Source: an optimization exercise on an open RTL-to-GDS flow (aim: small area, a short achievable clock period and few clock cycles per item). Production flows keep margins and buffers that such runs may drop. Power and IR drop assume default switching activity.

harbor:
==> flow/design.v <==
module og_add_pfx #(parameter W = 57) (
    input  wire [W-1:0] a,
    input  wire [W-1:0] b,
    input  wire         ci,
    output wire [W-1:0] s
);
    localparam L = 6;    
    wire [W:0] g0 = {a & b, ci};
    wire [W:0] p0 = {a ^ b, 1'b0};
    wire [W:0] g [0:L];
    wire [W:0] p [0:L];
    assign g[0] = g0;
    assign p[0] = p0;
    genvar k, i;
    generate
        for (k = 0; k < L; k = k + 1) begin : lev
            for (i = 0; i <= W; i = i + 1) begin : bit_
                if (((i >> k) & 1) == 1) begin : comb
                    localparam integer J = ((i >> k) << k) - 1;
                    assign g[k+1][i] = g[k][i] | (p[k][i] & g[k][J]);
                    assign p[k+1][i] = p[k][i] & p[k][J];
                end else begin : pass
                    assign g[k+1][i] = g[k][i];
                    assign p[k+1][i] = p[k][i];
                end
            end
        end
    endgenerate
    assign s = p0[W:1] ^ g[L][W-1:0];
endmodule
module og_inc_pfx #(parameter W = 63) (
    input  wire [W-1:0] a,
    input  wire         ci,
    output wire [W-1:0] s
);
    localparam L = 6;    
    wire [W:0] p [0:L];
    assign p[0] = {a, ci};
    genvar k, i;
    generate
        for (k = 0; k < L; k = k + 1) begin : lev
            for (i = 0; i <= W; i = i + 1) begin : bit_
                if (((i >> k) & 1) == 1) begin : comb
                    localparam integer J = ((i >> k) << k) - 1;
                    assign p[k+1][i] = p[k][i] & p[k][J];
                end else begin : pass
                    assign p[k+1][i] = p[k][i];
                end
            end
        end
    endgenerate
    assign s = a ^ p[L][W-1:0];
endmodule
module og_lzc64 (
    input  wire [63:0] x,
    output wire [5:0]  z
);
    wire [63:0] v0 = x;
    wire [31:0] v1;  wire [31:0] c1;
    wire [15:0] v2;  wire [31:0] c2;
    wire [7:0]  v3;  wire [23:0] c3;
    wire [3:0]  v4;  wire [15:0] c4;
    wire [1:0]  v5;  wire [9:0]  c5;
    genvar i;
    generate
        for (i = 0; i < 32; i = i + 1) begin : l1
            assign v1[i] = v0[2*i+1] | v0[2*i];
            assign c1[i] = ~v0[2*i+1];
        end
        for (i = 0; i < 16; i = i + 1) begin : l2
            assign v2[i] = v1[2*i+1] | v1[2*i];
            assign c2[2*i+1:2*i] = v1[2*i+1] ? {1'b0, c1[2*i+1]} : {1'b1, c1[2*i]};
        end
        for (i = 0; i < 8; i = i + 1) begin : l3
            assign v3[i] = v2[2*i+1] | v2[2*i];
            assign c3[3*i+2:3*i] = v2[2*i+1] ? {1'b0, c2[4*i+3:4*i+2]} : {1'b1, c2[4*i+1:4*i]};
        end
        for (i = 0; i < 4; i = i + 1) begin : l4
            assign v4[i] = v3[2*i+1] | v3[2*i];
            assign c4[4*i+3:4*i] = v3[2*i+1] ? {1'b0, c3[6*i+5:6*i+3]} : {1'b1, c3[6*i+2:6*i]};
        end
        for (i = 0; i < 2; i = i + 1) begin : l5
            assign v5[i] = v4[2*i+1] | v4[2*i];
            assign c5[5*i+4:5*i] = v4[2*i+1] ? {1'b0, c4[8*i+7:8*i+4]} : {1'b1, c4[8*i+3:8*i]};
        end
    endgenerate
    assign z = v5[1] ? {1'b0, c5[9:5]} : {1'b1, c5[4:0]};
endmodule
module og_shamt (
    input  wire [10:0] e,
    input  wire [10:0] f,
    output wire [5:0]  sh
);
    wire [10:0] d;
    og_add_pfx #(.W(11)) u_sub (.a(e), .b(~f), .ci(1'b1), .s(d));
    assign sh = d[5:0] | {6{|d[10:6]}};
endmodule
module og_add_bk #(parameter W = 57) (
    input  wire [W-1:0] a,
    input  wire [W-1:0] b,
    input  wire         ci,
    output wire [W-1:0] s
);
    localparam L = 6;       
    localparam N = W + 1;   
    wire [N-1:0] g0 = {a & b, ci};
    wire [N-1:0] p0 = {a ^ b, 1'b0};
    wire [N-1:0] gu [0:L];
    wire [N-1:0] pu [0:L];
    assign gu[0] = g0;
    assign pu[0] = p0;
    genvar k, i;
    generate
        for (k = 0; k < L; k = k + 1) begin : up
            for (i = 0; i < N; i = i + 1) begin : bit_
                if (((i + 1) % (2 << k)) == 0 && i >= (1 << k)) begin : comb
                    assign gu[k+1][i] = gu[k][i] | (pu[k][i] & gu[k][i - (1 << k)]);
                    assign pu[k+1][i] = pu[k][i] & pu[k][i - (1 << k)];
                end else begin : pass
                    assign gu[k+1][i] = gu[k][i];
                    assign pu[k+1][i] = pu[k][i];
                end
            end
        end
    endgenerate
    wire [N-1:0] gd [0:L];
    assign gd[L] = gu[L];
    generate
        for (k = L - 1; k >= 0; k = k - 1) begin : dn
            for (i = 0; i < N; i = i + 1) begin : bit_
                if (((i + 1) % (2 << k)) == (1 << k) && i >= (2 << k)) begin : comb
                    assign gd[k][i] = gd[k+1][i] | (pu[k][i] & gd[k+1][i - (1 << k)]);
                end else begin : pass
                    assign gd[k][i] = gd[k+1][i];
                end
            end
        end
    endgenerate
    assign s = p0[N-1:1] ^ gd[0][N-2:0];
endmodule
module og_fadd (
    input  wire        clk,
    input  wire        rst,         
    input  wire        in_valid,
    input  wire [63:0] a,
    input  wire [63:0] b,
    output reg         out_valid,
    output reg  [63:0] y,
    output reg         nf
);
    wire [10:0] ea_in = a[62:52];
    wire [10:0] eb_in = b[62:52];
    wire [5:0]  cab, cba;
    og_shamt u_shab (.e(ea_in), .f(eb_in), .sh(cab));
    og_shamt u_shba (.e(eb_in), .f(ea_in), .sh(cba));
    reg        v0;
    reg [63:0] a0, b0;
    reg        swap0;           
    reg [5:0]  shab0, shba0;    
    always @(posedge clk) begin
        if (rst) v0 <= 1'b0;
        else     v0 <= in_valid;
        a0    <= a;
        b0    <= b;
        swap0 <= (b[62:52] > a[62:52]);
        shab0 <= cab;
        shba0 <= cba;
    end
    wire [10:0] ea = a0[62:52];
    wire [10:0] eb = b0[62:52];
    wire        ha = |ea;
    wire        hb = |eb;
    wire [10:0] ea1 = {ea[10:1], ea[0] | ~ha};
    wire [10:0] eb1 = {eb[10:1], eb[0] | ~hb};
    wire        swap = swap0;
    wire [10:0] xl   = swap ? eb1 : ea1;
    wire [52:0] ml   = swap ? {hb, b0[51:0]} : {ha, a0[51:0]};
    wire [52:0] ms   = swap ? {ha, a0[51:0]} : {hb, b0[51:0]};
    wire        sub  = a0[63] ^ b0[63];
    wire [10:0] eam1 = ea - 11'd1;
    wire [10:0] ebm1 = eb - 11'd1;
    wire [5:0]  cam1 = eam1[5:0] | {6{|eam1[10:6]}};
    wire [5:0]  cbm1 = ebm1[5:0] | {6{|ebm1[10:6]}};
    wire [5:0]  shab = hb ? shab0 : (ha ? cam1 : 6'd0);
    wire [5:0]  shba = ha ? shba0 : (hb ? cbm1 : 6'd0);
    wire [5:0]  sh   = swap ? shba : shab;
    wire        ee  = (ea == eb);
    wire        sgt = ee & (b0[51:0] > a0[51:0]);    
    wire        rev = sub & sgt;
    wire        eq  = ee & (b0[51:0] == a0[51:0]);
    wire        sl  = (swap ? b0[63] : a0[63]) ^ rev;
    wire [55:0] x0 = {ms, 3'b000};
    wire [55:0] x1 = sh[5] ? {32'd0, x0[55:32]} : x0;
    wire        t1 = sh[5] & (|x0[31:0]);
    wire [55:0] x2 = sh[4] ? {16'd0, x1[55:16]} : x1;
    wire        t2 = t1 | (sh[4] & (|x1[15:0]));
    wire [55:0] x3 = sh[3] ? {8'd0, x2[55:8]} : x2;
    wire        t3 = t2 | (sh[3] & (|x2[7:0]));
    wire [55:0] x4 = sh[2] ? {4'd0, x3[55:4]} : x3;
    wire        t4 = t3 | (sh[2] & (|x3[3:0]));
    wire [55:0] x5 = sh[1] ? {2'd0, x4[55:2]} : x4;
    wire        t5 = t4 | (sh[1] & (|x4[1:0]));
    wire [55:0] x6 = sh[0] ? {1'd0, x5[55:1]} : x5;
    wire        t6 = t5 | (sh[0] & x5[0]);
    wire [55:0] al = {x6[55:1], x6[0] | t6};
    wire [56:0] s1;
    og_add_bk #(.W(57)) u_add (
        .a  ({1'b0, ml, 3'b000} ^ {57{rev}}),
        .b  ({1'b0, al} ^ {57{sub & ~rev}}),
        .ci (sub),
        .s  (s1)
    );
    wire sg1 = sl & ~(sub & eq);
    reg        v1;
    reg [56:0] s2;
    reg [10:0] xp2;             
    reg        sg2;
    always @(posedge clk) begin
        if (rst) v1 <= 1'b0;
        else     v1 <= v0;
        s2  <= s1;
        xp2 <= xl + 11'd1;
        sg2 <= sg1;
    end
    reg [56:0] stop;
    integer j;
    always @(*) begin
        for (j = 0; j < 57; j = j + 1)
            stop[j] = (xp2 == 11'd57 - j[10:0]);
    end
    wire [5:0] lz;
    og_lzc64 u_lzc (.x({s2 | stop, 7'h7F}), .z(lz));
    wire [56:0] n1 = lz[5] ? {s2[24:0], 32'd0} : s2;
    wire [56:0] n2 = lz[4] ? {n1[40:0], 16'd0} : n1;
    wire [56:0] n3 = lz[3] ? {n2[48:0], 8'd0}  : n2;
    wire [56:0] n4 = lz[2] ? {n3[52:0], 4'd0}  : n3;
    wire [56:0] n5 = lz[1] ? {n4[54:0], 2'd0}  : n4;
    wire [56:0] n6 = lz[0] ? {n5[55:0], 1'd0}  : n5;
    wire [55:0] n  = {n6[56:2], n6[1] | n6[0]};
    wire [10:0] ex;
    og_add_pfx #(.W(11)) u_ex (.a(xp2), .b({5'h1F, ~lz}), .ci(1'b1), .s(ex));
    wire        inc = n[2] & (n[1] | n[0] | n[3]);
    wire [62:0] rounded;
    og_inc_pfx #(.W(63)) u_inc (
        .a  ({ex & {11{n[55]}}, n[54:3]}),
        .ci (inc),
        .s  (rounded)
    );
    wire nf2 = (&rounded[62:52]) | (s2[56] & (xp2 == 11'd2047));
    always @(posedge clk) begin
        if (rst) out_valid <= 1'b0;
        else     out_valid <= v1;
        y  <= {sg2, rounded};
        nf <= nf2;
    end
endmodule
Settings: LEC_CHECK=0, ABC_AREA=0, ABC_CLOCK_PERIOD_IN_PS=12000, CAP_MARGIN=20, CORE_MARGIN=2, CORE_UTILIZATION=55, SETUP_SLACK_MARGIN=1.0, SLEW_MARGIN=20, SYNTH_HIERARCHICAL=1; clock period 24.0 ns.
standard.sh (not shown) runs the stock make flow with config.mk's settings and CLKGATE_MAP_FILE= SYNTH_SCRIPT=/design/flow/synth_recipe.tcl, a recipe that flattens the netlist after the stock synthesis.
==> flow/flow/run.sh <==
#!/bin/bash
# The standard ORFS flow (the standard.sh) with a few settings changed:
#  - timing repair aims for a larger setup margin (flow/margin.txt), so the
#    layout is optimised for a shorter achieved period;
#  - extra make settings from flow/extra.txt (one VAR=value per line).
# The clock, constraints and synthesis are the standard flow's own, unchanged.
set -euo pipefail
M=$(cat flow/margin.txt)
ARGS=()
if [[ -f flow/extra.txt ]]; then
  while IFS= read -r line; do [[ -n "$line" ]] && ARGS+=("$line"); done < flow/extra.txt
fi
# run standard.sh's make line with the changed margin and the extra settings
sed -E "s/SETUP_SLACK_MARGIN=[-0-9.]+/SETUP_SLACK_MARGIN=$M/" standard.sh > standard_mod.sh
bash standard_mod.sh "${ARGS[@]}" finish > flow_make.log 2>&1
==> flow/flow/extra.txt <==
BUFFER_PORTS_ARGS=-buffer_cell sky130_fd_sc_hd__buf_1
==> flow/flow/margin.txt <==
18
harbor completed end to end with timing, DRC and antenna clean.
What xenon does differently from harbor at the input level:
- a change of ABC_AREA from 0 to 1
==> flow/flow/margin.txt <==
17.7
Notes after the runs:
Against harbor as the reference, xenon delivers a lower post-CTS setup buffer count.
Layout overhead on the synthesized area for xenon is lower than for harbor.
The flow did not stop early for xenon: all stages ran, and the layout cleared the timing, design-rule and antenna checks.
Synthesized cell count went up by more than a quarter going from harbor to xenon.
From harbor to xenon the numbers moved as follows: buffer count excluding the clock tree in the final layout went down about 34%; portion of total power attributed to combinational logic has increased.
### xenon -> sierra
==> flow/flow/margin.txt <==
18
Going from xenon to sierra, utilization went up; sequential standard cell area did not really move; final wirelength went up.
sierra: done, clean on timing, DRC and antenna
Looking at worst slack on hold paths, sierra sits 0.0043 ns higher than xenon does.
sierra leaves more setup margin than xenon.
No functional check of the RTL was part of any run of this note.

afterwards: timing with drivers on the ports:
No port has a modelled driver above. Below, the same layouts with a new extraction and two added sets of constraints.
Step 1, drivers: a clkbuf_16 drives clk and a buf_2 each remaining input, both assumed.
Step 2 times the ports against the registers' clock, not the clock port: input delays grow and output delays shrink by t, the midpoint of the rising clock arrivals with the driver on.
Slacks: ideal / step 1 / step 2; pairs: ideal / step 1.
run | shift t [ns] | slack for setup (ns) | clock arrival spread, ns | worst register clock-pin slew, ns
harbor | 0.641 | 17.647 / 17.666 / 17.025 | 0.016 / 0.015 | 0.07 / 0.07
xenon | 0.643 | 17.845 / 17.877 / 17.234 | 0.017 / 0.017 | 0.07 / 0.07
sierra | 0.631 | 17.997 / 17.986 / 17.355 | 0.021 / 0.021 | 0.07 / 0.07
After both steps setup and hold are still met in every run listed. The setup slack of sierra, which loses most, moves by -0.011 ns with the drivers and by -0.642 ns with both steps.
